What follows belongs to an exercise in optimizing a design on an open flow for small area, a short achievable clock period and few clock cycles per item; a production flow would make more cautious choices.
RTL that was checked went through simulation tests only; none was proved equivalent to the original.
For runs 1 and 2, only the layout was checked, not whether the RTL still works.
Power figures rest on the tool's default switching activity, not on a simulated workload.

## flow/design.v (module list and top-level ports; edited modules follow where they fit)
// module m64p_unit: 540 lines
// module m64p_mac32: 3281 lines
module m64p_unit (
    input  wire        clk,
    input  wire        rst,
    input  wire        in_valid,
    output wire        in_ready,
    input  wire [2:0]  in_kind,
    input  wire [3:0]  in_reg,
    input  wire [63:0] in_data,
    output wire        out_valid,
    output wire [63:0] out_data
);
  // ...
==> flow/flow/run.sh <==
#!/bin/bash
set -euo pipefail
cd "$(dirname "$0")/.."
# synthesis .. CTS: the CTS-stage repair aims at about 5.5 ns
bash standard.sh SETUP_SLACK_MARGIN=12.5 cts > flow_to_cts.log 2>&1
# global route .. finish: repair again after global routing
bash standard.sh SETUP_SLACK_MARGIN=12.5 TNS_END_PERCENT=30 finish > flow_to_finish.log 2>&1
==> flow/standard.sh <==
#!/bin/bash
# synth_recipe.tcl (not shown) runs the flow's synth.tcl, then flattens the netlist and writes it again
# the make line also repeats each setting of config.mk as NAME=value (left out here)
make -C /OpenROAD-flow-scripts/flow DESIGN_CONFIG=/design/flow/config.mk WORK_HOME=/design/flow/orfs CLKGATE_MAP_FILE= SYNTH_SCRIPT=/design/flow/synth_recipe.tcl "${@:-finish}"
==> flow/config.mk <==
export PLATFORM = sky130hd
export DESIGN_NAME = m64p_unit
export DESIGN_NICKNAME = m64p_unit
export VERILOG_FILES = /design/flow/design.v
export SDC_FILE = /design/flow/constraint.sdc
export NUM_CORES = 8
export LEC_CHECK = 0
export CAP_MARGIN = 30
export CORE_MARGIN = 2
export CORE_UTILIZATION = 30
export GPL_ROUTABILITY_DRIVEN = 1
export PLACE_DENSITY = 0.45
export SLEW_MARGIN = 50
==> flow/constraint.sdc <==
create_clock -name core_clock -period 18.0 [get_ports {clk}]
set_input_delay 3.6000 -clock core_clock [delete_from_list [all_inputs] [get_ports {clk}]]
set_output_delay 3.6000 -clock core_clock [all_outputs]
set_load 0.01 [all_outputs]
==> flow_metrics.tcl, run 1 <==
set metrics [dict create \
    synth_top_area_cell "edfxtp_1" \
    io_pins 140 \
    top_power_group "the clock network" \
    p_per_area_nw_per_um2 77.5 \
    busiest_layer "met2" \
    grt_pass1_vias 156787 \
    antenna_found_initial 184 \
    async_reset_ff_frac 0 \
    drive_above_1_share 0.176 \
    synthMuxAreaShare 0.0570 \
    die-width_um 748 \
    finalMaxSlewViolations 0 \
    status "timing/DRC/antenna clean" \
    synth_cell_type_count 116 \
    r2r_slack_ns 12.06 \
    holdWs_ns 0.468 \
    syn_inst 17670 \
    synth_edf_count 1478 \
    seqPwrFrac 0.343 \
    routed.top_layer "met5" \
    port_buffers 139 \
    areaGrowthSynthToFinish_pct 20.6 \
    synth_common_cells "1478 x edfxtp_1, 1273 x nand2_1, 1251 x a21oi_1, 1222 x clkbuf_1, 1085 x nor2_1" \
    die-area_um2 560000 \
    crit_type "reg -> reg" \
    worstReg2RegEnd "x_b[52]" \
    synth_xor_area_frac 0.0357 \
    grt_pass1_wl_um 1460000 \
    rsz0062_at_grt "true" \
    numClockSinks 2015 \
    startpoint "x_b[22]" \
    fin_crit_ns 5.94 \
    clkCellAreaFrac 0.0443 \
    dp_slack_ns 10.31 \
    p_leak_nw 74.4 \
    multi_input_area_share 0.542 \
    cp_common_cell "buf_4" \
    drt-met1-wl_um 404000 \
    p_sw_frac 0.365 \
    hold_buffers 0 \
    final.setup.worst_slack_ns 12.06 \
    worstPathCellList "buf_4 > nor4_2 > nand3_1 > o31ai_4 > buf_8 > a41o_1 > a21boi_0 > a21oi_4 > and4_4 > buf_4 > buf_4 > a211oi_1 > a211oi_1 > buf_4 > or3_1 > o21ai_0" \
    cts_buffers 265 \
    ys_dominant_reg_cell "edfxtp_1" \
]
==> module m64p_unit, before the edit <==
module m64p_unit (
    input  wire        clk,
    input  wire        rst,
    input  wire        in_valid,
    output wire        in_ready,
    input  wire [2:0]  in_kind,
    input  wire [3:0]  in_reg,
    input  wire [63:0] in_data,
    output wire        out_valid,
    output wire [63:0] out_data
);
    localparam [63:0] PRNG_RESET_S0 = 64'h9E3779B97F4A7C15;
    localparam [63:0] PRNG_RESET_S1 = 64'hBF58476D1CE4E5B9;
    localparam [2:0] K_WRITE_REG  = 3'd0;
    localparam [2:0] K_READ_REG   = 3'd1;
    localparam [2:0] K_COMMAND    = 3'd2;
    localparam [2:0] K_READ_STAT  = 3'd3;
    localparam [2:0] K_READ_FAULT = 3'd4;
    localparam [7:0] OP_ADD     = 8'h01;
    localparam [7:0] OP_XOR     = 8'h02;
    localparam [7:0] OP_SHIFT   = 8'h03;
    localparam [7:0] OP_SHIFTI  = 8'h04;
    localparam [7:0] OP_MUL32   = 8'h05;
    localparam [7:0] OP_IMUL32  = 8'h06;
    localparam [7:0] OP_MUL     = 8'h07;
    localparam [7:0] OP_IMUL    = 8'h08;
    localparam [7:0] OP_DIVMOD  = 8'h09;
    localparam [7:0] OP_LDSTATE = 8'h10;
    localparam [7:0] OP_RDSTATE = 8'h11;
    localparam [7:0] OP_NEXT    = 8'h12;
    localparam [7:0] OP_DRAW32  = 8'h13;
    localparam [7:0] OP_PICK    = 8'h14;
    localparam [3:0] CAUSE_ILLEGAL = 4'd1;
    localparam [3:0] CAUSE_DIVZERO = 4'd2;
    localparam [3:0] CAUSE_EMPTY   = 4'd3;
    reg         sk_v;
    reg  [2:0]  sk_kind;
    reg  [3:0]  sk_reg;
    reg  [63:0] sk_data;
    reg         ir_v;
    reg  [2:0]  ir_kind;
    reg  [3:0]  ir_reg;
    reg  [63:0] ir_data;
    reg  [3:0]  ir_ra;       
    reg         ir_ph;       
    wire        adv;         
    wire        ir_free = !ir_v || adv;
    assign in_ready = !sk_v;
    wire   acc      = in_valid && !sk_v;
    always @(posedge clk) begin
        if (rst) begin
            sk_v <= 1'b0;
            ir_v <= 1'b0;
        end else begin
            if (ir_free) begin
                ir_v <= sk_v || acc;
                sk_v <= 1'b0;
            end else if (acc) begin
                sk_v <= 1'b1;
            end
        end
        if (!sk_v) begin
            sk_kind <= in_kind;
            sk_reg  <= in_reg;
            sk_data <= in_data;
        end
        if (ir_free) begin
            if (sk_v) begin
                ir_kind <= sk_kind;
                ir_reg  <= sk_reg;
                ir_data <= sk_data;
                ir_ra   <= (sk_kind == K_READ_REG) ? sk_reg : sk_data[19:16];
            end else begin
                ir_kind <= in_kind;
                ir_reg  <= in_reg;
                ir_data <= in_data;
                ir_ra   <= (in_kind == K_READ_REG) ? in_reg : in_data[19:16];
            end
        end
    end
    reg  [63:0] W [0:15];
    reg  [63:0] s0, s1;
    reg         faulted;
    reg  [3:0]  cause;
    reg  [31:0] faultword;
    reg  [15:0] pend;        
    wire [31:0] cw   = ir_data[31:0];
    wire [7:0]  op   = cw[31:24];
    wire [3:0]  rd   = cw[23:20];
    wire [3:0]  ra   = cw[19:16];
    wire [3:0]  rb   = cw[15:12];
    wire [3:0]  re   = cw[11:8];
    wire [7:0]  imm8 = cw[7:0];
    wire k_wr  = (ir_kind == K_WRITE_REG);
    wire k_rd  = (ir_kind == K_READ_REG);
    wire k_cmd = (ir_kind == K_COMMAND);
    wire k_st  = (ir_kind == K_READ_STAT);
    wire k_fw  = (ir_kind == K_READ_FAULT);
    reg        known;
    reg [31:0] mask;
    always @(*) begin
        known = 1'b1;
        mask  = 32'hFF000FFF;
        case (op)
            OP_ADD, OP_XOR, OP_SHIFT, OP_MUL32, OP_IMUL32, OP_IMUL, OP_DIVMOD:
                mask = 32'hFF000FFF;
            OP_SHIFTI:          mask = 32'hFF00FF00;
            OP_MUL:             mask = 32'hFF0000FF;
            OP_LDSTATE:         mask = 32'hFFF00FFF;
            OP_RDSTATE:         mask = 32'hFF0FF0FF;
            OP_NEXT, OP_DRAW32: mask = 32'hFF0FFFFF;
            OP_PICK:            mask = 32'hFF00FFFF;
            default: known = 1'b0;
        endcase
    end
    wire illegal = !known
                || ((cw & mask) != {op, 24'h000000})
                || (((op == OP_MUL) || (op == OP_RDSTATE)) && (rd == re));
    wire o_add   = (op == OP_ADD);
    wire o_xor   = (op == OP_XOR);
    wire o_sh    = (op == OP_SHIFT);
    wire o_shi   = (op == OP_SHIFTI);
    wire o_mul32 = (op == OP_MUL32);
    wire o_imul32= (op == OP_IMUL32);
    wire o_mul   = (op == OP_MUL);
    wire o_imul  = (op == OP_IMUL);
    wire o_div   = (op == OP_DIVMOD);
    wire o_ld    = (op == OP_LDSTATE);
    wire o_rds   = (op == OP_RDSTATE);
    wire o_next  = (op == OP_NEXT);
    wire o_draw  = (op == OP_DRAW32);
    wire o_pick  = (op == OP_PICK);
    wire o_mulc  = o_mul32 | o_imul32 | o_mul | o_imul;
    wire o_divc  = o_div | o_pick;
    wire use_ra  = o_add | o_xor | o_sh | o_shi | o_mulc | o_div | o_ld | o_pick;
    wire use_rb  = o_add | o_xor | o_sh | o_mulc | o_div | o_ld;
    wire def_rd  = !o_ld;
    wire def_re  = o_mul | o_rds;
    wire c_ok    = k_cmd && !illegal;        
    wire        m_go, d_go, m_free;
    wire        m_wr, d_wr;          
    wire        d_fin;               
    wire [3:0]  m_wa;
    reg  [3:0]  d_rd;
    wire [63:0] m_res_w, d_res_w;
    reg         x_v;
    reg         xk_wr, xk_rd, xk_cmd, xk_st, xk_fw;
    reg         x_ill;
    reg         x_add, x_xor, x_sh, x_mul32, x_imul32, x_mul, x_imul, x_div;
    reg         x_ld, x_rds, x_next, x_draw, x_pick;
    reg         x_ph;
    reg  [3:0]  x_wa;        
    reg  [3:0]  x_d, x_e;    
    reg  [63:0] x_a, x_b;
    reg  [3:0]  x_ra, x_rb;  
    reg         m_busy;
    reg         d_busy;
    wire x_mop = x_v && xk_cmd && !x_ill && (x_mul32 || x_imul32 || x_mul || x_imul);
    wire x_dop = x_v && xk_cmd && !x_ill && (x_div || x_pick);
    function bsy;
        input [3:0] r;
        begin
            bsy = (pend[r] && !(x_we && (x_wa == r)) && !(m_wr && (m_wa == r)) &&
                   !(d_wr && !d_fin && (d_rd == r))) ||
                  (x_mop && ((x_d == r) || (x_mul && (x_e == r)))) ||
                  (x_dop && (x_d == r));
        end
    endfunction
    wire m_ld_ok = !((m_busy && !m_free) || (x_mop && !(x_mul32 || x_imul32)));
    wire haz_cmd = c_ok && ((use_ra && bsy(ra)) || (use_rb && bsy(rb)) ||
                            (o_mulc && !m_ld_ok) ||
                            (o_divc && ((d_busy && !d_go) || x_dop)));
    wire haz_reg = k_rd && bsy(ir_reg);
    wire go      = ir_v && !haz_cmd && !haz_reg;      
    wire rds_one = c_ok && o_rds && !ir_ph;           
    assign adv   = go && !rds_one;
    always @(posedge clk) begin
        if (rst)
            ir_ph <= 1'b0;
        else if (adv)
            ir_ph <= 1'b0;
        else if (go)
            ir_ph <= 1'b1;
    end
    wire        x_we;
    wire [63:0] x_wd;
    wire        x_flt;
    wire [3:0]  flt_cause;
    wire [31:0] flt_word;
    wire [3:0]  st_cause = x_flt ? flt_cause : cause;
    wire        st_flt   = x_flt || faulted;
    wire [31:0] st_word  = x_flt ? flt_word : faultword;
    reg x_resp;
    assign out_valid = x_resp;
    assign out_data  = x_a;
    wire        a_reg  = !(k_wr || k_st || k_fw);
    wire        b_reg  = !(illegal || o_shi);
    wire [63:0] a_base = k_wr ? ir_data :
                         k_st ? {56'd0, st_cause, 3'd0, st_flt} :
                         k_fw ? {32'd0, st_word} : W[ir_ra];
    wire [63:0] b_base = illegal ? {32'd0, cw} :
                         o_shi ? {{56{imm8[7]}}, imm8} : W[rb];
    wire [63:0] xa_n   = (a_reg && x_we && (x_wa == ir_ra)) ? x_wd :
                         (a_reg && m_wr && (m_wa == ir_ra)) ? m_res_w :
                         (a_reg && d_wr && !d_fin && (d_rd == ir_ra)) ? d_res_w : a_base;
    wire [63:0] xb_n   = (b_reg && x_we && (x_wa == rb)) ? x_wd :
                         (b_reg && m_wr && (m_wa == rb)) ? m_res_w :
                         (b_reg && d_wr && !d_fin && (d_rd == rb)) ? d_res_w : b_base;
    always @(posedge clk) begin
        if (rst) begin
            x_v    <= 1'b0;
            x_resp <= 1'b0;
        end else begin
            x_v    <= go;
            x_resp <= adv;
        end
        begin
            xk_wr   <= k_wr;
            xk_rd   <= k_rd;
            xk_cmd  <= k_cmd;
            xk_st   <= k_st;
            xk_fw   <= k_fw;
            x_ill   <= illegal;
            x_add   <= o_add;
            x_xor   <= o_xor;
            x_sh    <= o_sh || o_shi;
            x_mul32 <= o_mul32;
            x_imul32<= o_imul32;
            x_mul   <= o_mul;
            x_imul  <= o_imul;
            x_div   <= o_div;
            x_ld    <= o_ld;
            x_rds   <= o_rds;
            x_next  <= o_next;
            x_draw  <= o_draw;
            x_pick  <= o_pick;
            x_ph    <= ir_ph;
            x_wa    <= k_wr ? ir_reg : (o_rds && ir_ph) ? re : rd;
            x_d     <= rd;
            x_e     <= re;
            x_a     <= xa_n;
            x_b     <= xb_n;
            x_ra    <= ra;
            x_rb    <= rb;
        end
    end
    wire x_cok   = xk_cmd && !faulted && !x_ill;
    wire divzero = x_div  && (x_b[31:0] == 32'd0);
    wire empty   = x_pick && (x_a[31:0] == 32'd0);
    assign x_flt = x_v && xk_cmd && !faulted && (x_ill || divzero || empty);
    assign flt_cause = x_ill ? CAUSE_ILLEGAL : divzero ? CAUSE_DIVZERO : CAUSE_EMPTY;
    assign flt_word  = x_ill ? x_b[31:0] :
                       {x_div ? OP_DIVMOD : OP_PICK, x_d, x_ra,
                        x_div ? x_rb : 4'd0, 12'd0};
    wire x_exec  = x_v && x_cok && !divzero && !empty;      
    function [63:0] rev64;
        input [63:0] v;
        integer k;
        begin
            for (k = 0; k < 64; k = k + 1)
                rev64[k] = v[63 - k];
        end
    endfunction
    wire [31:0] sh_n   = x_b[31:0];
    wire        sh_rgt = (sh_n[31:6] == 26'd0);
    wire        sh_lft = (sh_n[31:6] == 26'h3FFFFFF) && (sh_n[5:0] != 6'd0);
    wire [5:0]  sh_amt = sh_lft ? (6'd0 - sh_n[5:0]) : sh_n[5:0];
    wire [63:0] sh_in  = sh_lft ? rev64(x_a) : x_a;
    wire [63:0] sh_r   = sh_in >> sh_amt;
    wire [63:0] sh_out = sh_lft ? rev64(sh_r) : sh_rgt ? sh_r : 64'd0;
    function [63:0] mix;
        input [63:0] a, b;
        reg   [63:0] x;
        begin
            x   = a ^ (a >> 23);
            mix = x ^ b ^ (x << 17) ^ (b << 26);
        end
    endfunction
    reg  [63:0] t;
    wire [63:0] prng_out = t + s1;
    wire [31:0] dv_x  = x_div ? x_a[31:0] : prng_out[31:0];    
    wire [31:0] dv_n  = x_pick ? x_a[31:0] : x_b[31:0];        
    wire        dv_lt = (dv_x < dv_n);                          
    assign x_we = x_v && (xk_wr || (x_cok && (x_add || x_xor || x_sh || x_next ||
                                              x_draw || x_rds ||
                                              (x_div && !divzero) ||
                                              (x_pick && !empty))));
    reg  [63:0] x_res;
    always @(*) begin
        if (xk_wr)                  x_res = x_a;
        else if (x_add)             x_res = x_a + x_b;
        else if (x_xor)             x_res = x_a ^ x_b;
        else if (x_sh)              x_res = sh_out;
        else if (x_next)            x_res = prng_out;
        else if (x_draw || x_div || x_pick)
                                    x_res = {32'd0, dv_x};
        else if (x_ph)              x_res = s1;
        else                        x_res = s0;
    end
    assign x_wd = x_res;
    localparam [1:0] M_IDLE = 2'd0, M_RUN = 2'd1, M_FIN = 2'd2, M_FIN2 = 2'd3;
    reg  [1:0]  m_st;
    reg         m_lv_d, m_lv_e;      
    reg  [1:0]  m_step;
    reg  [1:0]  m_op;        
    reg  [3:0]  m_rd, m_re;
    reg  [31:0] m_x, m_y, m_ah, m_bo;
    reg  [65:0] m_s, m_c;
    reg         m_cy;
    wire        m_run = (m_st == M_RUN);
    wire        m_sh  = m_step[0];                  
    wire [65:0] m_si  = !m_run ? 66'd0 : m_sh ? {32'd0, m_s[65:32]} : m_s;
    wire [65:0] m_ci  = !m_run ? 66'd0 : m_sh ? {32'd0, m_c[65:32]} : m_c;
    wire [65:0] m_so, m_co;
    m64p_mac32 u_mac (.x(m_x), .y(m_y), .si(m_si), .ci(m_ci), .so(m_so), .co(m_co));
    wire [64:0] m_fc  = {m_s[63:0], 1'b1} + {m_c[63:0], m_cy};    
    wire [63:0] m_f   = m_fc[64:1];
    wire        m_f32 = m_f[32] ^ m_s[32] ^ m_c[32];    
    wire        m_last  = m_op[0] ? (m_step == 2'd2) : (m_step == 2'd3);
    wire        m_start = x_exec && (x_mul32 || x_imul32 || x_mul || x_imul);
    reg  [63:0] m_res;
    always @(*) begin
        case (m_op)
            2'd0: m_res = m_f;
            2'd1: m_res = {32'd0, m_f[31:0]};
            2'd2: m_res = (m_st == M_FIN2) ? {m_x, m_ah} : m_f;
            default: m_res = {m_f[31:0], m_ah};
        endcase
    end
    assign     m_wa  = (m_st == M_FIN2) ? m_re : m_rd;
    assign     m_res_w = m_res;
    wire       m_req = m_st[1];
    assign     m_free = m_go && !((m_st == M_FIN) && (m_op == 2'd2));
    localparam [1:0] D_IDLE = 2'd0, D_RUN = 2'd2, D_WB = 2'd3;
    reg  [1:0]  d_st;
    reg         d_lv;                
    reg         d_pick;
    reg  [31:0] d_rem;
    reg  [31:0] d_div;       
    reg  [33:0] d_d3;        
    reg         d_first;
    reg  [31:0] d_q;
    reg  [4:0]  d_cnt;
    function [5:0] bitlen32;
        input [31:0] v;
        integer k;
        begin
            bitlen32 = 6'd0;
            for (k = 0; k < 32; k = k + 1)
                if (v[k]) bitlen32 = k + 1;
        end
    endfunction
    wire [5:0]  dv_bx  = bitlen32(dv_x);
    wire [5:0]  dv_bn  = bitlen32(dv_n);
    wire [4:0]  dv_k   = dv_bx[4:0] - dv_bn[4:0];
    wire [33:0] dv_n3  = {2'b0, dv_n} + {1'b0, dv_n, 1'b0};
    wire [31:0] d_dv   = d_first ? (d_div << d_cnt) : d_div;
    wire [64:0] d_d3s  = {31'd0, d_d3} << d_cnt;
    wire [33:0] d_dv3  = d_first ? d_d3s[34:1] : d_d3;
    wire [34:0] d_t1   = {3'b0, d_rem} - {3'b0, d_dv};
    wire [34:0] d_t2   = {3'b0, d_rem} - {4'b0, d_dv[31:1]};
    wire [34:0] d_t3   = {3'b0, d_rem} - {1'b0, d_dv3};
    wire        d_g1   = !d_t1[34];
    wire        d_g2   = !d_t2[34];
    wire        d_g3   = !d_t3[34];
    wire        d_one  = (d_cnt == 5'd0);
    wire        d_end  = (d_cnt[4:1] == 4'd0);
    wire [31:0] d_rn   = d_one ? (d_g1 ? d_t1[31:0] : d_rem) :
                         d_g1  ? (d_g3 ? d_t3[31:0] : d_t1[31:0]) :
                                 (d_g2 ? d_t2[31:0] : d_rem);
    wire [31:0] d_qn   = d_one ? {d_q[30:0], d_g1} :
                                 {d_q[29:0], d_g1, d_g1 ? d_g3 : d_g2};
    wire d_start = x_exec && (x_div || x_pick) && !dv_lt;
    assign      d_fin = (d_st == D_RUN) && d_end;
    wire [63:0] d_res = d_fin ? (d_pick ? {32'd0, d_rn} : {d_qn, d_rn})
                              : (d_pick ? {32'd0, d_rem} : {d_q, d_rem});
    wire        d_req = (d_st == D_WB) || d_fin;
    assign      d_res_w = d_res;
    reg rst_q;
    always @(posedge clk) rst_q <= rst;
    wire [1:0] xb = x_wa[1:0];
    wire [1:0] mb = m_wa[1:0];
    wire [1:0] db = d_rd[1:0];
    wire   m_need = (m_st == M_FIN2) ? m_lv_e : m_lv_d;
    assign m_go = m_req && (!m_need || !(x_we && (xb == mb)));
    assign m_wr = m_go && m_need;
    assign d_go = d_req && (!d_lv || (!(x_we && (xb == db)) && !(m_wr && (mb == db))));
    assign d_wr = d_go && d_lv;
    genvar gi, gb;
    generate
        for (gb = 0; gb < 4; gb = gb + 1) begin : g_bank
            wire        bx = x_we && (xb == gb);
            wire        bm = m_wr && (mb == gb);
            wire [63:0] bd = bx ? x_wd : bm ? m_res : d_res;
            wire [63:0] bv = rst_q ? 64'd0 : bd;
            for (gi = gb; gi < 16; gi = gi + 4) begin : g_w
                wire wen = rst_q || (x_we && (x_wa == gi)) ||
                           (m_wr && (m_wa == gi)) || (d_wr && (d_rd == gi));
                always @(posedge clk)
                    if (wen) W[gi] <= bv;
            end
        end
    endgenerate
    wire do_step = x_exec && (x_next || x_draw || x_pick);
    wire do_ld   = x_exec && x_ld;
    always @(posedge clk) begin
        if (rst_q) begin
            s0        <= PRNG_RESET_S0;
            s1        <= PRNG_RESET_S1;
            t         <= mix(PRNG_RESET_S0, PRNG_RESET_S1);
            faulted   <= 1'b0;
            cause     <= 4'd0;
            faultword <= 32'd0;
        end else begin
            if (do_step) begin
                s0 <= s1;
                s1 <= t;
                t  <= mix(s1, t);
            end else if (do_ld) begin
                s0 <= x_a;
                s1 <= x_b;
                t  <= mix(x_a, x_b);
            end
            if (x_flt) begin
                faulted   <= 1'b1;
                cause     <= flt_cause;
                faultword <= flt_word;
            end
        end
    end
    always @(posedge clk) begin
        if (rst) begin
            pend      <= 16'd0;
            m_st      <= M_IDLE;
            m_busy    <= 1'b0;
            d_st      <= D_IDLE;
            d_busy    <= 1'b0;
        end else begin
            begin : pend_upd
                reg [15:0] p;
                p = pend;
                if (m_wr) p[m_wa] = 1'b0;
                if (d_wr) p[d_rd] = 1'b0;
                if (x_we) p[x_wa] = 1'b0;
                if (m_start) begin
                    p[x_d] = 1'b1;
                    if (x_mul) p[x_e] = 1'b1;
                end
                if (d_start) p[x_d] = 1'b1;
                pend <= p;
            end
            case (m_st)
                M_IDLE: if (m_start) begin
                    m_st   <= (x_mul32 || x_imul32) ? M_FIN : M_RUN;
                    m_busy <= 1'b1;
                end
                M_RUN: if (m_last) m_st <= M_FIN;
                M_FIN: if (m_start)
                    m_st <= (x_mul32 || x_imul32) ? M_FIN : M_RUN;
                else if (m_go) begin
                    if (m_op == 2'd2) m_st <= M_FIN2;
                    else begin m_st <= M_IDLE; m_busy <= 1'b0; end
                end
                default: if (m_go) begin m_st <= M_IDLE; m_busy <= 1'b0; end
            endcase
            case (d_st)
                D_IDLE: if (d_start) begin
                    d_st   <= D_RUN;
                    d_busy <= 1'b1;
                end
                D_RUN:  if (d_end) begin
                    if (d_go) begin d_st <= D_IDLE; d_busy <= 1'b0; end
                    else d_st <= D_WB;
                end
                default: if (d_go) begin d_st <= D_IDLE; d_busy <= 1'b0; end
            endcase
        end
        if (m_start) begin
            m_lv_d <= 1'b1;
            m_lv_e <= x_mul;
        end else begin
            if ((x_we && (x_wa == m_rd)) || (d_start && (x_d == m_rd)))
                m_lv_d <= 1'b0;
            if ((x_we && (x_wa == m_re)) || (d_start && (x_d == m_re)))
                m_lv_e <= 1'b0;
        end
        if (d_start)
            d_lv <= 1'b1;
        else if ((x_we && (x_wa == d_rd)) ||
                 (m_start && ((x_d == d_rd) || (x_mul && (x_e == d_rd)))))
            d_lv <= 1'b0;
        if (c_ok && o_mulc && m_ld_ok) begin
            m_x  <= xa_n[31:0];
            m_ah <= xa_n[63:32];
            m_y  <= xb_n[31:0];
            m_bo <= xb_n[63:32];
        end else if (m_start || m_run) begin
            m_y  <= m_bo;
            m_bo <= m_y;
            if (m_run && m_step == 2'd1) begin
                m_x  <= m_ah;
                m_ah <= m_f[31:0];
            end
            if (m_run && m_step == 2'd3)
                m_x  <= m_f[31:0];
        end
        if (m_start) begin
            m_rd   <= x_d;
            m_re   <= x_e;
            m_op   <= x_mul32 ? 2'd0 : x_imul32 ? 2'd1 : x_mul ? 2'd2 : 2'd3;
            m_step <= 2'd1;
            m_cy   <= 1'b0;
            m_s    <= m_so;
            m_c    <= m_co;
        end else if (m_run) begin
            m_step <= m_step + 2'd1;
            m_s    <= m_so;
            m_c    <= m_co;
            if (m_sh)
                m_cy <= m_f32;
        end
        if (d_st == D_IDLE) begin
            d_pick <= x_pick;
            d_rd   <= x_d;
            d_rem  <= dv_x;
            d_div  <= dv_n;
            d_d3   <= dv_n3;
            d_cnt  <= dv_k;
            d_first <= 1'b1;
            d_q    <= 32'd0;
        end else if (d_st == D_RUN) begin
            d_rem  <= d_rn;
            d_q    <= d_qn;
            d_div  <= d_dv >> 2;
            d_d3   <= d_dv3 >> 2;
            d_first <= 1'b0;
            d_cnt  <= d_cnt - 5'd2;
        end
    end
endmodule
==> inputs of run 2 (changes only) <==
--- a/flow/design.v
+++ b/flow/design.v
@@ -42,6 +42,7 @@
     reg  [3:0]  ir_reg;
     reg  [63:0] ir_data;
     reg  [3:0]  ir_ra;       
+    reg  [15:0] ir_sa, ir_sb;    
     reg         ir_ph;       
     wire        adv;         
     wire        ir_free = !ir_v || adv;
@@ -70,11 +71,15 @@
                 ir_reg  <= sk_reg;
                 ir_data <= sk_data;
                 ir_ra   <= (sk_kind == K_READ_REG) ? sk_reg : sk_data[19:16];
+                ir_sa   <= 16'd1 << ((sk_kind == K_READ_REG) ? sk_reg : sk_data[19:16]);
+                ir_sb   <= 16'd1 << sk_data[15:12];
             end else begin
                 ir_kind <= in_kind;
                 ir_reg  <= in_reg;
                 ir_data <= in_data;
                 ir_ra   <= (in_kind == K_READ_REG) ? in_reg : in_data[19:16];
+                ir_sa   <= 16'd1 << ((in_kind == K_READ_REG) ? in_reg : in_data[19:16]);
+                ir_sb   <= 16'd1 << in_data[15:12];
             end
         end
     end
@@ -193,13 +198,23 @@
     reg x_resp;
     assign out_valid = x_resp;
     assign out_data  = x_a;
+    reg  [63:0] rd_a, rd_b;
+    integer ri;
+    always @(*) begin
+        rd_a = 64'd0;
+        rd_b = 64'd0;
+        for (ri = 0; ri < 16; ri = ri + 1) begin
+            rd_a = rd_a | (W[ri] & {64{ir_sa[ri]}});
+            rd_b = rd_b | (W[ri] & {64{ir_sb[ri]}});
+        end
+    end
     wire        a_reg  = !(k_wr || k_st || k_fw);
     wire        b_reg  = !(illegal || o_shi);
     wire [63:0] a_base = k_wr ? ir_data :
                          k_st ? {56'd0, st_cause, 3'd0, st_flt} :
-                         k_fw ? {32'd0, st_word} : W[ir_ra];
+                         k_fw ? {32'd0, st_word} : rd_a;
     wire [63:0] b_base = illegal ? {32'd0, cw} :
-                         o_shi ? {{56{imm8[7]}}, imm8} : W[rb];
+                         o_shi ? {{56{imm8[7]}}, imm8} : rd_b;
     wire [63:0] xa_n   = (a_reg && x_we && (x_wa == ir_ra)) ? x_wd :
                          (a_reg && m_wr && (m_wa == ir_ra)) ? m_res_w :
                          (a_reg && d_wr && !d_fin && (d_rd == ir_ra)) ? d_res_w : a_base;
==> run 2 against run 1 <==
Against the previous run: worst setup slack worse by 0.053 ns; global-route usage is 2.6 points lower; register-to-register slack worse by 0.05 ns; first-iteration DRC count is 3.1% lower; clock skew is 0.034 ns higher; die area is 0.27% lower; worst hold slack worse by 0.0037 ns; routed wire length is 7.4% lower; critical endpoint is now m_bo[20]; non-clock buffer count is 80 lower; via count is 4.4% lower; synthesized cell count is 2.3% lower; clock-buffer cell count is 11 higher.
==> flow_metrics.tcl, run 2 <==
set metrics [dict create \
    synthMuxAreaShare 0.0607 \
    regMostFlops "W" \
    ys_top_cells_by_area "edfxtp_1 27%, fa_1 12%, dfxtp_1 6.5%" \
    fin_nets 18946 \
    totalWireLength_um 1030000 \
    clkSlewWorstSetupHoldPaths_ns 0.06 \
    crit_fanout 6 \
    cts_tree "yes" \
    largestRegisters "W x1024, m_c x66, m_s x66" \
    multi_input_area_um2 108000 \
    cts_buffers 273 \
    ys_seq_area_frac 0.338 \
    holdWs_ns 0.464 \
    final_common_cell "edfxtp_1" \
    end_kind "register" \
    relSlewSlack 0.388 \
    crit_type "reg -> reg" \
    rows 273 \
    synth_common_cells "1510 x edfxtp_1, 1218 x nand2_1, 1166 x clkbuf_1, 1130 x nor2_1, 1053 x a21oi_1" \
    maxCapViolations 0 \
    dp_slack_ns 10.09 \
    fin_crit_ns 6.00 \
    hold_viol 0 \
    yosysMostFrequentCell "edfxtp_1" \
    detail_route.wl_per_cell_um 41.1 \
    areaGrowthSynthToFinish_pct 20.5 \
    cts_root_buffer "clkbuf_16" \
    final_antenna_net_count 0 \
    start_kind "register" \
    vdd_drop_max_mv 0.0809 \
    core_region_area_um2 552000 \
    gp_congestion 1.02 \
    synth_warnings 2 \
    die-width_um 747 \
    numClockSinks 2047 \
    cts_buffer_depth 4 \
    dp.final_hpwl_um 693000 \
    setup_violations 0 \
    ys_dominant_reg_cell "edfxtp_1" \
    tns_ns 0 \
    hold_class "reg -> reg" \
    avgSynthCellArea_um2 9.60 \
    port_buffers 139 \
    synth_xor_area_frac 0.0356 \
    antenna_found_initial 178 \
    finalPower_mw 15.4 \
    synth_top_family_by_area "compound AO/OA/AOI/OAI gates" \
    synth_area_um2 166000 \
    drive_above_1_share 0.180 \
    syn_nets 18792 \
    hold_buffers 0 \
    p_leak_nw 73.0 \
    drt_pass1_iterations 9 \
    clock_latency_ns 1.08 \
    synth_edf_count 1510 \
    synth-compound-area-share 0.212 \
    drt_iter0_markers 26419 \
    largest_reg_flops 1024 \
    synth_cell_type_count 124 \
    synth_top_area_cell "edfxtp_1" \
    worst-slew-pin-transition_ns 0.914 \
    gr-usage-all-layers 0.354 \
    drc_errors 0 \
    rsz0062_at_grt "true" \
    die-area_um2 559000 \
    num_vias 160738 \
    p_per_area_nw_per_um2 77.0 \
    required_ns 18.73 \
    status "timing/DRC/antenna clean" \
    fmax_mhz 167 \
    grt_pass1_wl_um 1370000 \
    synth_top_area_share 0.273 \
    yosys.area_share.simple 0.141 \
    dp_cells 24008 \
    cts_max_level 5 \
    ys_ff_latch 2047 \
    finalMaxSlewViolations 0 \
    start_util 0.301 \
    clock_skew_ns 0.128 \
    r2r_slack_ns 12.00 \
    fin_crit_sh 0.333 \
    final.setup.worst_slack_ns 12.00 \
    async_reset_ff_frac 0 \
    grt_max_degree 104 \
    io_pins 140 \
    synthAdderAreaFrac 0.156 \
    syn_inst 17270 \
    detail_route.vias_per_cell 6.43 \
    grt_pass1_vias 151518 \
    layout.cells.non_filler 24993 \
    n_fill_cell 55353 \
    grt_remaining_overflow 0 \
    arrival_ns 6.72 \
    seq_area_um2 56200 \
    final_cell_mix "1510 x edfxtp_1, 1166 x nand2_1, 1067 x nor2_1" \
    die_h_um 747 \
]
-- run 2: cell count changes in the layout (fill, tap and decap cells not counted), sizes merged, moves of 88 or more --
| cell | previous run | this run |
|---|---|---|
| nand3 | 377 | 282 |
| a21oi | 1254 | 1058 |
| a22o | 164 | 337 |
| buf | 1210 | 1122 |
| a221oi | 238 | 424 |
| a22oi | 792 | 500 |
-- run 2: power by group --
part | internal, mW | switching (mW) | leakage (nW)
registers | 5.23 | 0.173 | 19.6
logic | 1.44 | 2.81 | 49.0
clock network | 3.28 | 2.45 | 4.37
-- run 2: path summary, 6_finish.rpt --
| check | from | end | cells after the start |
|---|---|---|---|
| setup / recovery | s1[24] | m_bo[20] | 13 |
| setup reg to reg | s1[24] | m_bo[20] | 13 |
| hold / removal | d_q[31] | d_q[31] | 2 |
| hold reg to reg | d_q[31] | d_q[31] | 2 |
-- run 2: cells by family (layout without fill, tap and decap cells) --
group | count (synthesis) | in the layout
AO/OA/AOI/OAI | 5086 | 5086
AND/OR/NAND/NOR | 4734 | 4739
buffers and inverters | 2451 | 2817
flip-flops | 2047 | 2047
adder cells (fa/ha/maj) | 1449 | 1449
multiplexers | 831 | 831
XOR/XNOR | 672 | 672
other | 0 | 65
-- run 2: layout make-up --
class	count	area share
antenna	65	0.000814
multi-input combinational	12777	0.539
timing repair buffer	1294	0.0681
sequential	2047	0.282
clock buffer	346	0.0379
tap	7287	0.0457
inverter	1031	0.0196
clock inverter	146	0.00730
-- run 2: what timing repair did --
action                                 in CTS  in global routing
endpoints found under the hold margin       0                  0
buffers inserted                          272                 94
pin swaps                                 181                170
resized for setup                        1059                412
setup endpoints to repair                2463               1457
cloned                                     26                  7
-- run 2: through the flow --
| stage | area (µm²) | utilization |
|---|---|---|
| after floorplan | 166000 | - |
| after global placement | 177000 | 0.321 |
| after CTS | 196000 | 0.355 |
| final | 200000 | 0.362 |
| after detailed placement | 180000 | 0.326 |
| after global routing | 200000 | 0.362 |
-- run 2: critical path, stage by stage, from the launching register on --
cell and delay (ns):
dfxtp_1 0.70, ha_1 0.41, nand2_1 0.24, nor3_1 0.46, nand3_1 0.25, o211ai_1 0.61, a31oi_4 0.28, o21ai_0 0.57
a21boi_1 0.28, xnor2_1 0.25, a2111oi_1 0.67, a211o_2 0.44, a21oi_1 0.20, mux2_2 0.32
-- run 2: routing by layer --
metal  up-vias  wire length [µm]  GRT usage  part of all wire
li1      63643                 -          -                 -
met1     81198            380000      0.445              0.37
met2     12615            412000      0.501              0.40
met3      3216            132000      0.113              0.13
met4        66            104000      0.274              0.10
met5         -               424          0           0.00041
==> inputs of run 3 (changes only) <==
--- a/flow/design.v
+++ b/flow/design.v
@@ -42,7 +42,6 @@
     reg  [3:0]  ir_reg;
     reg  [63:0] ir_data;
     reg  [3:0]  ir_ra;       
-    reg  [15:0] ir_sa, ir_sb;    
     reg         ir_ph;       
     wire        adv;         
     wire        ir_free = !ir_v || adv;
@@ -71,15 +70,11 @@
                 ir_reg  <= sk_reg;
                 ir_data <= sk_data;
                 ir_ra   <= (sk_kind == K_READ_REG) ? sk_reg : sk_data[19:16];
-                ir_sa   <= 16'd1 << ((sk_kind == K_READ_REG) ? sk_reg : sk_data[19:16]);
-                ir_sb   <= 16'd1 << sk_data[15:12];
             end else begin
                 ir_kind <= in_kind;
                 ir_reg  <= in_reg;
                 ir_data <= in_data;
                 ir_ra   <= (in_kind == K_READ_REG) ? in_reg : in_data[19:16];
-                ir_sa   <= 16'd1 << ((in_kind == K_READ_REG) ? in_reg : in_data[19:16]);
-                ir_sb   <= 16'd1 << in_data[15:12];
             end
         end
     end
@@ -171,9 +166,9 @@
                   (x_dop && (x_d == r));
         end
     endfunction
-    wire m_ld_ok = !((m_busy && !m_free) || (x_mop && !(x_mul32 || x_imul32)));
     wire haz_cmd = c_ok && ((use_ra && bsy(ra)) || (use_rb && bsy(rb)) ||
-                            (o_mulc && !m_ld_ok) ||
+                            (o_mulc && ((m_busy && !m_free) ||
+                                        (x_mop && !(x_mul32 || x_imul32)))) ||
                             (o_divc && ((d_busy && !d_go) || x_dop)));
     wire haz_reg = k_rd && bsy(ir_reg);
     wire go      = ir_v && !haz_cmd && !haz_reg;      
@@ -198,23 +193,13 @@
     reg x_resp;
     assign out_valid = x_resp;
     assign out_data  = x_a;
-    reg  [63:0] rd_a, rd_b;
-    integer ri;
-    always @(*) begin
-        rd_a = 64'd0;
-        rd_b = 64'd0;
-        for (ri = 0; ri < 16; ri = ri + 1) begin
-            rd_a = rd_a | (W[ri] & {64{ir_sa[ri]}});
-            rd_b = rd_b | (W[ri] & {64{ir_sb[ri]}});
-        end
-    end
     wire        a_reg  = !(k_wr || k_st || k_fw);
     wire        b_reg  = !(illegal || o_shi);
     wire [63:0] a_base = k_wr ? ir_data :
                          k_st ? {56'd0, st_cause, 3'd0, st_flt} :
-                         k_fw ? {32'd0, st_word} : rd_a;
+                         k_fw ? {32'd0, st_word} : W[ir_ra];
     wire [63:0] b_base = illegal ? {32'd0, cw} :
-                         o_shi ? {{56{imm8[7]}}, imm8} : rd_b;
+                         o_shi ? {{56{imm8[7]}}, imm8} : W[rb];
     wire [63:0] xa_n   = (a_reg && x_we && (x_wa == ir_ra)) ? x_wd :
                          (a_reg && m_wr && (m_wa == ir_ra)) ? m_res_w :
                          (a_reg && d_wr && !d_fin && (d_rd == ir_ra)) ? d_res_w : a_base;
@@ -268,21 +253,14 @@
                        {x_div ? OP_DIVMOD : OP_PICK, x_d, x_ra,
                         x_div ? x_rb : 4'd0, 12'd0};
     wire x_exec  = x_v && x_cok && !divzero && !empty;      
-    function [63:0] rev64;
-        input [63:0] v;
-        integer k;
-        begin
-            for (k = 0; k < 64; k = k + 1)
-                rev64[k] = v[63 - k];
-        end
-    endfunction
-    wire [31:0] sh_n   = x_b[31:0];
-    wire        sh_rgt = (sh_n[31:6] == 26'd0);
-    wire        sh_lft = (sh_n[31:6] == 26'h3FFFFFF) && (sh_n[5:0] != 6'd0);
-    wire [5:0]  sh_amt = sh_lft ? (6'd0 - sh_n[5:0]) : sh_n[5:0];
-    wire [63:0] sh_in  = sh_lft ? rev64(x_a) : x_a;
-    wire [63:0] sh_r   = sh_in >> sh_amt;
-    wire [63:0] sh_out = sh_lft ? rev64(sh_r) : sh_rgt ? sh_r : 64'd0;
+    wire [31:0]  sh_n   = x_b[31:0];
+    wire         sh_rgt = (sh_n[31:6] == 26'd0);
+    wire         sh_lft = (sh_n[31:6] == 26'h3FFFFFF) && (sh_n[5:0] != 6'd0);
+    wire [5:0]   sh_k   = sh_n[5:0];
+    wire [127:0] sh_dbl = {x_a, x_a} >> sh_k;
+    wire [63:0]  sh_rot = sh_dbl[63:0];
+    wire [63:0]  sh_t   = {64{1'b1}} >> sh_k;
+    wire [63:0]  sh_out = sh_rot & (sh_rgt ? sh_t : sh_lft ? ~sh_t : 64'd0);
     function [63:0] mix;
         input [63:0] a, b;
         reg   [63:0] x;
@@ -504,7 +482,7 @@
         else if ((x_we && (x_wa == d_rd)) ||
                  (m_start && ((x_d == d_rd) || (x_mul && (x_e == d_rd)))))
             d_lv <= 1'b0;
-        if (c_ok && o_mulc && m_ld_ok) begin
+        if (go && c_ok && o_mulc) begin
             m_x  <= xa_n[31:0];
             m_ah <= xa_n[63:32];
             m_y  <= xb_n[31:0];
@@ -534,7 +512,7 @@
             if (m_sh)
                 m_cy <= m_f32;
         end
-        if (d_st == D_IDLE) begin
+        if (d_start) begin
             d_pick <= x_pick;
             d_rd   <= x_d;
             d_rem  <= dv_x;
==> run 3 against run 2 <==
Against the previous run: still clean on timing, DRC and antenna; non-clock buffer count rose by 42; sequential share of layout area barely moved; worst hold slack improved by 0.0037 ns; sequential cell count fell by 32; global-route usage fell by 0.14 points; final cell count fell by 1.4%; synthesized cell count fell by 2.1%; power fell by 2.7%; area after synthesis fell by 2.3%; register-to-register slack improved by 0.097 ns; clock-buffer cell count rose by 12; critical path type unchanged; critical endpoint is now m_ah[6].
==> flow_metrics.tcl, run 3 <==
set metrics [dict create \
    final_cell_mix "1478 x edfxtp_1, 1180 x nand2_1, 1061 x nor2_1" \
    syn_inst 16900 \
    drc_errors 0 \
    die_h_um 739 \
    synth-compound-area-share 0.202 \
    syn_nets 18423 \
    worst-slew-pin-transition_ns 0.945 \
    async_reset_ff_frac 0 \
    cts_root_buffer "clkbuf_16" \
    rsz0062_at_grt "true" \
    arrival_ns 6.78 \
    detail_route.vias_per_cell 6.40 \
    die-width_um 739 \
    io_pins 140 \
    grt_pass1_wl_um 1330000 \
    relSlewSlack 0.369 \
    dp_cells 23606 \
    ys_seq_area_frac 0.340 \
    gp_congestion 1.02 \
    grt_remaining_overflow 0 \
    synth_xor_area_frac 0.0375 \
    setup_violations 0 \
    crit_fanout 45 \
    cts_tree "yes" \
    final.setup.worst_slack_ns 12.10 \
    hold_buffers 0 \
    ys_top_cells_by_area "edfxtp_1 27%, fa_1 13%, dfxtp_1 6.6%" \
    dp_slack_ns 10.11 \
    start_kind "register" \
    hold_class "reg -> reg" \
    maxCapViolations 0 \
    synth_common_cells "1478 x edfxtp_1, 1217 x nand2_1, 1212 x clkbuf_1, 1121 x nor2_1, 1075 x a21oi_1" \
    fin_crit_sh 0.328 \
    regMostFlops "W" \
    synth_cell_type_count 102 \
    end_kind "register" \
    rows 269 \
    grt_max_degree 83 \
    hold_viol 0 \
    required_ns 18.88 \
    gr-usage-all-layers 0.353 \
    totalWireLength_um 1010000 \
    numClockSinks 2015 \
    avgSynthCellArea_um2 9.59 \
    clock_latency_ns 1.04 \
    start_util 0.302 \
    p_leak_nw 72.6 \
    startpoint "x_b[16]" \
    yosysMostFrequentCell "edfxtp_1" \
    detail_route.wl_per_cell_um 40.9 \
    ys_ff_latch 2015 \
    final_common_cell "edfxtp_1" \
    r2r_slack_ns 12.10 \
    fin_crit_ns 5.90 \
    drive_above_1_share 0.180 \
    die-area_um2 546000 \
    cts_buffers 265 \
    synth_top_family_by_area "compound AO/OA/AOI/OAI gates" \
    dp.final_hpwl_um 688000 \
    synthMuxAreaShare 0.0641 \
    crit_type "reg -> reg" \
    areaGrowthSynthToFinish_pct 21.2 \
    reg2reg_from "x_b[16]" \
    layout.cells.non_filler 24642 \
    synth_top_area_cell "edfxtp_1" \
    finalMaxSlewViolations 0 \
    cts_buffer_depth 4 \
    status "timing/DRC/antenna clean" \
    cts_max_level 5 \
    clkSlewWorstSetupHoldPaths_ns 0.06 \
    antenna_found_initial 182 \
    num_vias 157635 \
    synth_area_um2 162000 \
    largestRegisters "W x1024, m_c x66, m_s x66" \
    ys_dominant_reg_cell "edfxtp_1" \
    p_per_area_nw_per_um2 76.2 \
    final_antenna_net_count 0 \
    fin_nets 18657 \
    vdd_drop_max_mv 0.0754 \
    port_buffers 139 \
    core_region_area_um2 537000 \
    min_from "s0[26]" \
    synthAdderAreaFrac 0.160 \
    grt_pass1_vias 147930 \
    yosys.area_share.simple 0.140 \
    drt_iter0_markers 24798 \
    synth_top_area_share 0.274 \
    clock_skew_ns 0.0590 \
    fmax_mhz 170 \
    tns_ns 0 \
    synth_warnings 2 \
    drt_pass1_iterations 9 \
    synth_edf_count 1478 \
    largest_reg_flops 1024 \
]
## run 3: cells by family after synthesis
| family | after synthesis |
|---|---|
| compound gates | 4853 |
| simple gates | 4616 |
| buf+inv | 2414 |
| flops | 2015 |
| fa+ha+maj | 1449 |
| mux | 860 |
| xor+xnor | 693 |
## run 3: final timing paths
check	end	cells after the start
max	m_ah[6]	14
min reg2reg	s0[26]	2
max reg2reg	m_ah[6]	14
min	s0[26]	2
## run 3: layout make-up
| type | instances | area (µm²) |
|---|---|---|
| Multi-Input combinational cell | 12476 | 105000 |
| Timing Repair inverter | 2 | 17.5 |
| Sequential cell | 2015 | 55300 |
| Fill cell | 54031 | 341000 |
| Antenna cell | 113 | 283 |
| Tap cell | 7181 | 8980 |
| Clock inverter | 123 | 1270 |
| Inverter | 1038 | 3960 |
| Timing Repair Buffer | 1336 | 14000 |
| Clock buffer | 358 | 7430 |
## run 3: through the flow
stage               total power, mW   util  instance area [µm²]  hold WS [ns]
floorplan                      7.19      -               162000         0.346
global placement               8.71  0.324               174000         0.443
detailed placement             8.75  0.328               176000         0.451
CTS                            14.6  0.359               193000         0.467
global route                   15.2  0.365               196000         0.482
finish                         15.0  0.366               196000         0.468
## run 3: timing repair
item                       in CTS  in global routing
pin swaps                     189                158
resized for setup            1137                327
setup endpoints to repair    2123               1330
setup buffers                 274                 95
cloned                         41                 15
## run 3: metal layers
metal	part of all wire	up-vias	GRT usage
li1	-	62167	-
met1	0.37	79534	0.444
met5	0.0010	-	0.00437
met3	0.14	3205	0.138
met4	0.086	70	0.248
met2	0.40	12659	0.490
## run 3: report_power, final
group          switching (mW)  leakage, nW  internal [mW]  total, mW
registers               0.240         19.1           5.26       5.50
clock network            2.36         4.25           3.16       5.52
logic                    2.59         49.2           1.37       3.95
total                    5.19         72.6           9.78       15.0
## run 3: critical path, cell delays in order, from the launching register on
cell	delay, ns
dfxtp_1	0.45
buf_4	0.46
nand2_1	0.09
nor4_1	0.75
nand3_1	0.15
buf_4	0.34
nor2_1	0.63
nand2_1	0.11
o311ai_1	0.23
o311ai_0	0.33
buf_4	0.25
a221oi_1	0.37
a21o_1	0.53
o21a_1	0.70
mux2_2	0.28
Testbench counts of run 3, summed over its fixed seeds: cycles 20,648, txns 16,168.
==> inputs of run 4 (changes only) <==
==> flow/flow/run.sh (replaced) <==
#!/bin/bash
set -euo pipefail
cd "$(dirname "$0")/.."
# synthesis .. CTS: the CTS-stage repair aims at about 5.2 ns
bash standard.sh SETUP_SLACK_MARGIN=12.8 cts > flow_to_cts.log 2>&1
# global route .. finish: repair again after global routing
bash standard.sh SETUP_SLACK_MARGIN=12.8 TNS_END_PERCENT=50 finish > flow_to_finish.log 2>&1
==> run 4 against run 3 <==
Against the previous run: worst hold slack better by 0.00072 ns; area after synthesis stayed put; now fails the layout checks on capacitance limit, slew limit; synthesized cell count did not move; die area did not move; global-route usage up 0.75 points; clock skew grew 0.037 ns; critical endpoint is now W[3][15]; worst setup slack improved by 0.24 ns; clock power grew 2%.
==> flow_metrics.tcl, run 4 <==
set metrics [dict create \
    arrival_ns 6.53 \
    die-area_um2 546000 \
    fin_nets 18872 \
    totalWireLength_um 1040000 \
    p_leak_nw 74.6 \
    met3_length_um 149000 \
    rows 269 \
    reg2reg_depth 25 \
    antenna_found_initial 182 \
    final_cell_mix "1478 x edfxtp_1, 1173 x nand2_1, 1053 x nor2_1" \
    avgSynthCellArea_um2 9.59 \
    synth_common_cells "1478 x edfxtp_1, 1217 x nand2_1, 1212 x clkbuf_1, 1121 x nor2_1, 1075 x a21oi_1" \
    start_util 0.302 \
    dr_wl_met2_um 413000 \
    syn_inst 16900 \
    holdWs_ns 0.468 \
    status "complete, but fails checks" \
    drc_errors 0 \
    die-width_um 739 \
    regMostFlops "W" \
    finalPower_mw 15.2 \
    worstReg2RegEnd "W[3][15]" \
    hold_class "reg -> reg" \
    cts_buffers 265 \
    fmax_mhz 177 \
    synth_edf_count 1478 \
    final_common_cell "edfxtp_1" \
    finalMaxSlewViolations 4 \
    p_per_area_nw_per_um2 75.7 \
    crit_type "reg -> reg" \
    ys_ff_latch 2015 \
    maxCapViolations 1 \
    placed_area_um2 177000 \
    failed_checks "capacitance limit, slew limit" \
    cts_max_level 5 \
    fin_area_um2 201000 \
    end_kind "register" \
    async_reset_ff_frac 0 \
    grt_max_degree 80 \
    relSlewSlack -0.480 \
    synth_top_area_share 0.274 \
    finalCoreUtilization 0.375 \
    hold_viol 0 \
    worst-slew-pin-transition_ns 2.20 \
    clock_skew_ns 0.0958 \
    final_antenna_net_count 0 \
    detail_route.wl_per_cell_um 41.8 \
    cts_tree "yes" \
    rsz0062_at_grt "true" \
    n_fill_cell 53689 \
    clock_latency_ns 1.06 \
    grt_pass1_wl_um 1360000 \
    ys_top_cells_by_area "edfxtp_1 27%, fa_1 13%, dfxtp_1 6.6%" \
    clkSlewWorstSetupHoldPaths_ns 0.06 \
    holdPathEnd "sk_data[9]" \
    reg2reg_from "d_cnt[1]" \
    io_pins 140 \
    routed.top_layer "met5" \
    port_buffers 139 \
    largestRegisters "W x1024, m_c x66, m_s x66" \
    dp.final_hpwl_um 697000 \
    synth_top_area_cell "edfxtp_1" \
    fin_crit_sh 0.314 \
    detail_route.vias_per_cell 6.53 \
    fin_crit_ns 5.66 \
    gp_congestion 1.03 \
    r2r_slack_ns 12.34 \
    min_from "sk_data[9]" \
    numClockSinks 2015 \
    setup_violations 0 \
    synth_cell_type_count 102 \
    drive_above_1_share 0.208 \
    core_region_area_um2 537000 \
    required_ns 18.87 \
    drt-met1-wl_um 378000 \
    tns_ns 0 \
    grt_pass1_vias 150914 \
    num_vias 162360 \
    vdd_drop_max_mv 0.0758 \
    synth_warnings 2 \
    drt_iter0_markers 26936 \
    ys_dominant_reg_cell "edfxtp_1" \
    ys_seq_area_frac 0.340 \
    gr-usage-all-layers 0.360 \
    start_kind "register" \
    die_h_um 739 \
    drt_pass1_iterations 11 \
    grt_remaining_overflow 0 \
    crit_fanout 6 \
    cts_buffer_depth 4 \
    cts_root_buffer "clkbuf_16" \
    syn_nets 18423 \
    whs_path_depth 1 \
    synth_area_um2 162000 \
    areaGrowthSynthToFinish_pct 24.2 \
    yosysMostFrequentCell "edfxtp_1" \
    largest_reg_flops 1024 \
]
## run 4: cell counts after synthesis
Identical to the previous run, type by type.
## run 4: critical path, stage by stage (launching register included)
cell and delay (ns):
edfxtp_1 0.44, buf_12 0.17, buf_16 0.15, nor2_4 0.17, nand2_4 0.08, or4_4 0.50, o21ai_4 0.09, ha_2 0.20
inv_1 0.05, fa_2 0.33, a211o_1 0.28, a21o_1 0.20, a211o_1 0.36, a21oi_2 0.19, o21ai_2 0.14, o21ai_4 0.21
a31oi_4 0.14, buf_12 0.17, o21a_4 0.28, buf_6 0.16, mux2i_2 0.16, a31oi_2 0.25, o21ai_4 0.12, buf_8 0.18
o211ai_1 0.19, o211a_1 0.27
## run 4: cells by family after synthesis
family,share of synthesized area
buffers and inverters,0.0566
flip-flops,0.340
AO/OA/AOI/OAI,0.202
XOR/XNOR,0.0375
AND/OR/NAND/NOR,0.140
adder cells (fa/ha/maj),0.160
multiplexers,0.0641
## run 4: stage by stage
| stage | std cells | setup WS, ns |
|---|---|---|
| 2_1_floorplan | 16900 | 12.62 |
| 4_1_cts | 24486 | 12.40 |
| 5_1_grt | 24778 | 12.26 |
| 3_3_place_gp | 23513 | 10.11 |
| 3_5_place_dp | 23595 | 10.24 |
| 6_report | 24876 | 12.34 |
## run 4: layer usage
metal  vias up  GRT usage
li1      62650          -
met1     81627      0.444
met2     13985      0.505
met3      3998      0.140
met4       100      0.268
met5         -     0.0107
## run 4: report_power, final
group | switching, mW | total, mW | leakage (nW) | internal, mW
clock network | 2.45 | 5.64 | 4.30 | 3.19
registers | 0.251 | 5.51 | 19.2 | 5.26
logic | 2.66 | 4.09 | 51.1 | 1.43
total | 5.36 | 15.2 | 74.6 | 9.88
## run 4: worst max path at each step
stage,startpoint,to,slack (ns),cells after the start
after detailed placement,t[4],pend[9],10.24,27
after floorplan,d_cnt[2],m_bo[0],12.62,17
after global routing,d_cnt[0],W[8][2],12.26,23
final,d_cnt[1],W[3][15],12.34,25
after global placement,d_cnt[3],W[2][17],10.11,22
after CTS,d_cnt[0],W[4][31],12.40,23
## run 4: final cells by class
class                      count  area, µm²  share of cell area
tap                         7181       8980              0.0446
timing repair buffer        1543      17300              0.0857
clock inverter               145       1570             0.00780
multi-input combinational  12477     106000               0.529
inverter                    1038       3980              0.0198
clock buffer                 339       7190              0.0357
antenna                      129        323             0.00160
timing repair inverter         9        149            0.000740
sequential                  2015      55400               0.275
## run 4: repair_timing
action / 4_1_cts / 5_1_grt
hold buffers: 0 / 0
gates cloned: 43 / 41
pin swaps: 238 / 250
resized for setup: 1536 / 683
setup endpoints to repair: 2720 / 1637
buffers inserted: 364 / 198
==> inputs of run 5 (changes only) <==
==> flow/flow/run.sh (replaced) <==
#!/bin/bash
set -euo pipefail
cd "$(dirname "$0")/.."
# synthesis .. CTS: the CTS-stage repair aims at about 5.4 ns
bash standard.sh SETUP_SLACK_MARGIN=12.6 cts > flow_to_cts.log 2>&1
# global route .. finish: repair again after global routing
bash standard.sh SETUP_SLACK_MARGIN=12.6 TNS_END_PERCENT=50 finish > flow_to_finish.log 2>&1
==> run 5 against run 4 <==
Against the previous run: the run now finishes clean; register-to-register slack got worse by 0.26 ns; worst setup slack lost 0.26 ns; first-iteration DRC count is 0.28% lower; fmax decreased by 4.5%; global-route usage is 0.60 points lower; combinational power is 4% lower; die area is the same; sequential share of layout area is 0.66 points higher; power down 1.5%; non-clock buffer count is 226 lower; clock skew rose by 0.0048 ns; critical path depth down 10; critical path type unchanged; largest power group unchanged; highest routed layer unchanged.
==> flow_metrics.tcl, run 5 <==
set metrics [dict create \
    finalCoreUtilization 0.365 \
    rsz0062_at_grt "true" \
    dp_cells 23587 \
    ys_ff_latch 2015 \
    vdd_drop_max_mv 0.0816 \
    synth_top_area_cell "edfxtp_1" \
    layout.cells.non_filler 24627 \
    final_common_cell "edfxtp_1" \
    fmax_mhz 169 \
    numClockSinks 2015 \
    start_kind "register" \
    status "timing/DRC/antenna clean" \
    hold_viol 0 \
    grt_pass1_vias 147680 \
    synthMuxAreaShare 0.0641 \
    arrival_ns 6.70 \
    port_buffers 139 \
    synthAdderAreaFrac 0.160 \
    clkSlewWorstSetupHoldPaths_ns 0.06 \
    synth-compound-area-share 0.202 \
    fin_crit_ns 5.92 \
    rows 269 \
    regMostFlops "W" \
    crit_fanout 8 \
    detail_route.vias_per_cell 6.43 \
    final.setup.worst_slack_ns 12.08 \
    gp_congestion 1.03 \
    grt_max_degree 94 \
    synth_area_um2 162000 \
    largest_reg_flops 1024 \
    setup_violations 0 \
    synth_xor_area_frac 0.0375 \
    dp_slack_ns 10.27 \
    drc_errors 0 \
    clock_latency_ns 1.04 \
    async_reset_ff_frac 0 \
    dp.final_hpwl_um 690000 \
    detail_route.wl_per_cell_um 41.1 \
    drt_iter0_markers 26860 \
    drive_above_1_share 0.181 \
    synth_warnings 2 \
    tns_ns 0 \
    cts_root_buffer "clkbuf_16" \
    yosys.area_share.simple 0.140 \
    gr-usage-all-layers 0.354 \
    cts_tree "yes" \
    grt_remaining_overflow 0 \
    grt_pass1_wl_um 1330000 \
    worst-slew-pin-transition_ns 0.986 \
    fin_nets 18639 \
    syn_nets 18423 \
    die-width_um 739 \
    ys_dominant_reg_cell "edfxtp_1" \
    synth_edf_count 1478 \
    end_kind "register" \
    maxCapViolations 0 \
    p_leak_nw 72.3 \
    yosysMostFrequentCell "edfxtp_1" \
    ys_seq_area_frac 0.340 \
    io_pins 140 \
    clock_skew_ns 0.101 \
    antenna_found_initial 173 \
    final_antenna_net_count 0 \
    required_ns 18.78 \
    synth_common_cells "1478 x edfxtp_1, 1217 x nand2_1, 1212 x clkbuf_1, 1121 x nor2_1, 1075 x a21oi_1" \
    areaGrowthSynthToFinish_pct 21.1 \
    finalMaxSlewViolations 0 \
    finalPower_mw 15.0 \
    fin_crit_sh 0.329 \
    syn_inst 16900 \
    die_h_um 739 \
    hold_class "reg -> reg" \
    cts_buffer_depth 4 \
    totalWireLength_um 1010000 \
    final_cell_mix "1478 x edfxtp_1, 1179 x nand2_1, 1061 x nor2_1" \
    largestRegisters "W x1024, m_c x66, m_s x66" \
    avgSynthCellArea_um2 9.59 \
    p_per_area_nw_per_um2 76.5 \
    cts_max_level 5 \
    die-area_um2 546000 \
    crit_type "reg -> reg" \
    cts_buffers 265 \
    core_region_area_um2 537000 \
    ys_top_cells_by_area "edfxtp_1 27%, fa_1 13%, dfxtp_1 6.6%" \
    start_util 0.302 \
    synth_top_area_share 0.274 \
    synth_cell_type_count 102 \
    relSlewSlack 0.338 \
    drt_pass1_iterations 10 \
    num_vias 158382 \
    synth_top_family_by_area "compound AO/OA/AOI/OAI gates" \
]
run 5: cell counts after synthesis:
Identical to the previous run, type by type.
run 5: routing by layer:
metal / GRT usage / vias up / wire, µm
li1: - / 62129 / -
met3: 0.127 / 3260 / 141000
met2: 0.495 / 13065 / 402000
met5: 0 / - / 841
met1: 0.450 / 79860 / 376000
met4: 0.253 / 68 / 92600
run 5: layout make-up:
type	instances	area (µm²)
Clock inverter	134	1440
Timing Repair Buffer	1317	13800
Antenna cell	114	285
Tap cell	7181	8980
Timing Repair inverter	3	38.8
Inverter	1038	3980
Multi-Input combinational cell	12476	105000
Fill cell	54154	341000
Sequential cell	2015	55300
Clock buffer	349	7330
run 5: worst max-delay path: stages, from the launching register on:
cell and delay [ns]:
dfxtp_1 0.65, ha_1 0.52, and3_1 0.29, nand2_1 0.11
nor3_2 0.47, and4_1 0.25, nand3_1 0.23, o211ai_1 0.38
buf_2 0.29, o21ai_0 0.13, xnor2_1 0.38, o221ai_1 0.33
o211ai_1 0.46, nand2_2 0.44, a21o_1 0.43, mux2_2 0.32
run 5: path summary, 6_finish.rpt:
check                           startpoint        to  slack [ns]  cells after the start
worst max register to register      s1[44]  m_bo[18]       12.08                     15
worst max-delay path                s1[44]  m_bo[18]       12.08                     15
worst min-delay path                 s0[4]     s0[4]        0.46                      2
worst min register to register       s0[4]     s0[4]        0.46                      2
run 5: cell families after synthesis:
kind of cell,count (synthesis)
compound gates,4853
xor+xnor,693
fa+ha+maj,1449
buf+inv,2414
flops,2015
mux,860
simple gates,4616
run 5: what timing repair did:
action / 4_1_cts / 5_1_grt
gates resized for setup: 1284 / 345
pin swaps: 186 / 152
buffers inserted: 287 / 98
hold buffers: 0 / 0
endpoints found under the setup margin: 2445 / 1402
gates cloned: 33 / 8
run 5: power by group:
| group | switching [mW] | internal, mW | leakage, nW |
|---|---|---|---|
| combinational | 2.56 | 1.35 | 48.9 |
| sequential | 0.231 | 5.26 | 19.1 |
| clock | 2.42 | 3.19 | 4.27 |
run 5: stage by stage:
step | hold WS (ns) | area, µm²
floorplan | 0.346 | 162000
global placement | 0.447 | 174000
detailed placement | 0.450 | 176000
CTS | 0.464 | 193000
global route | 0.479 | 196000
finish | 0.463 | 196000
==> inputs of run 6 (changes only) <==
==> flow/flow/run.sh (replaced) <==
#!/bin/bash
set -euo pipefail
cd "$(dirname "$0")/.."
# synthesis .. CTS: the CTS-stage repair aims at about 5.3 ns
bash standard.sh SETUP_SLACK_MARGIN=12.7 cts > flow_to_cts.log 2>&1
# global route .. finish: repair again after global routing
bash standard.sh SETUP_SLACK_MARGIN=12.7 TNS_END_PERCENT=50 finish > flow_to_finish.log 2>&1
--- a/flow/config.mk
+++ b/flow/config.mk
@@ -9,5 +9,5 @@
 export CORE_MARGIN = 2
 export CORE_UTILIZATION = 30
 export GPL_ROUTABILITY_DRIVEN = 1
-export PLACE_DENSITY = 0.45
+export PLACE_DENSITY = 0.5
 export SLEW_MARGIN = 50
==> run 6 against run 5 <==
Against the previous run: power decreased by 0.95%; worst setup slack improved by 0.12 ns; routed wire length decreased by 3.7%; area after synthesis unchanged.
==> flow_metrics.tcl, run 6 <==
set metrics [dict create \
    status "timing/DRC/antenna clean" \
    drt_pass1_iterations 12 \
    hold_viol 0 \
    numClockSinks 2015 \
    finalCoreUtilization 0.368 \
    startpoint "d_cnt[0]" \
    fin_area_um2 198000 \
    fin_nets 18702 \
    synth_cell_type_count 102 \
    dp.final_hpwl_um 641000 \
    yosysMostFrequentCell "edfxtp_1" \
    crit_type "reg -> reg" \
    hold_buffers 0 \
    critPathMaxStageDelay_ns 0.41 \
    start_util 0.302 \
    arrival_ns 6.66 \
    synth_top_area_share 0.274 \
    fin_crit_ns 5.80 \
    required_ns 18.85 \
    grt_pass1_vias 148471 \
    drc_errors 0 \
    syn_inst 16900 \
    cts_buffers 237 \
    multi_input_area_um2 106000 \
    largest_reg_flops 1024 \
    totalWireLength_um 976000 \
    ys_seq_area_frac 0.340 \
    worst_path_max_delay_cell "edfxtp_1" \
    grt_max_degree 135 \
    io_pins 140 \
    p_per_area_nw_per_um2 75.2 \
    detail_route.vias_per_cell 6.49 \
    gp_congestion 1.04 \
    fmax_mhz 172 \
    clkSlewWorstSetupHoldPaths_ns 0.06 \
    end_kind "register" \
    die-width_um 739 \
    clock_skew_ns 0.106 \
    maxCapViolations 0 \
    cts_tree "yes" \
    syn_nets 18423 \
    placed_area_um2 176000 \
    ys_dominant_reg_cell "edfxtp_1" \
    grt_pass1_wl_um 1290000 \
    areaGrowthSynthToFinish_pct 22.0 \
    tns_ns 0 \
    ys_ff_latch 2015 \
    die_h_um 739 \
    regMostFlops "W" \
    synth_common_cells "1478 x edfxtp_1, 1217 x nand2_1, 1212 x clkbuf_1, 1121 x nor2_1, 1075 x a21oi_1" \
    drive_above_1_share 0.193 \
    drt_iter0_markers 27334 \
    hold_class "reg -> reg" \
    grt_remaining_overflow 0 \
    largestRegisters "W x1024, m_c x66, m_s x66" \
    setup_violations 0 \
    dp_cells 23546 \
    holdWs_ns 0.468 \
    p_leak_nw 73.0 \
    avgSynthCellArea_um2 9.59 \
    finalPower_mw 14.9 \
    synth_warnings 2 \
    n_fill_cell 53745 \
    detail_route.wl_per_cell_um 39.5 \
    antenna_found_initial 139 \
    worst-slew-pin-transition_ns 1.10 \
    port_buffers 139 \
    final_common_cell "edfxtp_1" \
    async_reset_ff_frac 0 \
    final_cell_mix "1478 x edfxtp_1, 1158 x nand2_1, 1059 x nor2_1" \
    rsz0062_at_grt "true" \
    synth_area_um2 162000 \
    min_from "s0[63]" \
    ys_top_cells_by_area "edfxtp_1 27%, fa_1 13%, dfxtp_1 6.6%" \
    die-area_um2 546000 \
    start_kind "register" \
    vdd_drop_max_mv 0.103 \
    synth_top_area_cell "edfxtp_1" \
    crit_fanout 9 \
    rows 269 \
    core_region_area_um2 537000 \
    gr-usage-all-layers 0.338 \
    final.setup.worst_slack_ns 12.20 \
    seq_area_um2 55300 \
    cts_max_level 4 \
    layout.cells.non_filler 24685 \
    cts_root_buffer "clkbuf_16" \
    finalMaxSlewViolations 0 \
    reg2reg_from "d_cnt[0]" \
    final_antenna_net_count 0 \
    num_vias 160149 \
    relSlewSlack 0.269 \
    clock_latency_ns 1.10 \
    fin_crit_sh 0.322 \
    dp_slack_ns 10.07 \
    cts_buffer_depth 4 \
    synth_edf_count 1478 \
]
[run 6: cell families after synthesis]
| logic type | share of synthesized area |
|---|---|
| fa+ha+maj | 0.160 |
| compound gates | 0.202 |
| buf+inv | 0.0566 |
| flops | 0.340 |
| xor+xnor | 0.0375 |
| simple gates | 0.140 |
| mux | 0.0641 |
[run 6: final timing paths]
kind                                  to  slack (ns)  cells after the start
worst min-delay path              s0[63]        0.47                      2
worst max register to register  W[4][28]       12.20                     26
worst max-delay path            W[4][28]       12.20                     26
worst min register to register    s0[63]        0.47                      2
[run 6: final cells by class]
type / count / area share
multi-input combinational: 12476 / 0.535
sequential: 2015 / 0.280
timing repair buffer: 1408 / 0.0764
tap: 7181 / 0.0455
clock buffer: 305 / 0.0329
inverter: 1038 / 0.0203
clock inverter: 139 / 0.00781
antenna: 120 / 0.00152
timing repair inverter: 3 / 0.000209
[run 6: worst max-delay path, delay by kind of cell, from the launching register on]
kind	cells	cell delay (ns)
compound gates	11	2.39
buf+inv	7	1.06
flops	1	0.41
fa+ha+maj	1	0.34
simple gates	6	1.06
mux	1	0.37
[run 6: per-layer routing]
layer | vias up | part of all wire | global-route usage
met3 | 3693 | 0.15 | 0.135
met5 | - | 0.0028 | 0.0134
met2 | 14059 | 0.39 | 0.467
met1 | 80112 | 0.36 | 0.418
met4 | 81 | 0.098 | 0.261
li1 | 62204 | - | -
[run 6: where the power goes]
group | internal, mW | total (mW) | switching [mW] | leakage (nW)
combinational | 1.39 | 4.16 | 2.77 | 49.9
sequential | 5.26 | 5.50 | 0.237 | 19.1
clock | 2.94 | 5.21 | 2.27 | 3.94
total | 9.59 | 14.9 | 5.28 | 73.0
[run 6: timing repair]
action / 4_1_cts / 5_1_grt
setup buffers: 330 / 145
gates resized for setup: 1324 / 605
gates cloned: 43 / 40
endpoints found under the setup margin: 2502 / 1661
pin swaps: 161 / 232

## separate check: timing with driven ports
Ports are ideal in the flow. The routed layouts listed here were re-timed in OpenROAD.
Step 1 assumes that a clkbuf_16 drives the clock port and a buf_2 every other input.
Step 2 times the ports against the registers' clock, not the clock port: input delays grow and output delays shrink by t, the midpoint of the rising clock arrivals with the driver on.
Three values: ideal ports, drivers, drivers and shift; two values: the first two.
run	shift t [ns]	setup slack, ns
run 1	1.131	12.057 / 12.057 / 12.057
run 2	1.144	12.004 / 12.004 / 11.983
run 3	1.117	12.101 / 12.101 / 12.101
run 4	1.152	12.343 / 12.343 / 12.343
run 5	1.123	12.079 / 12.079 / 12.079
run 6	1.154	12.198 / 12.198 / 12.143
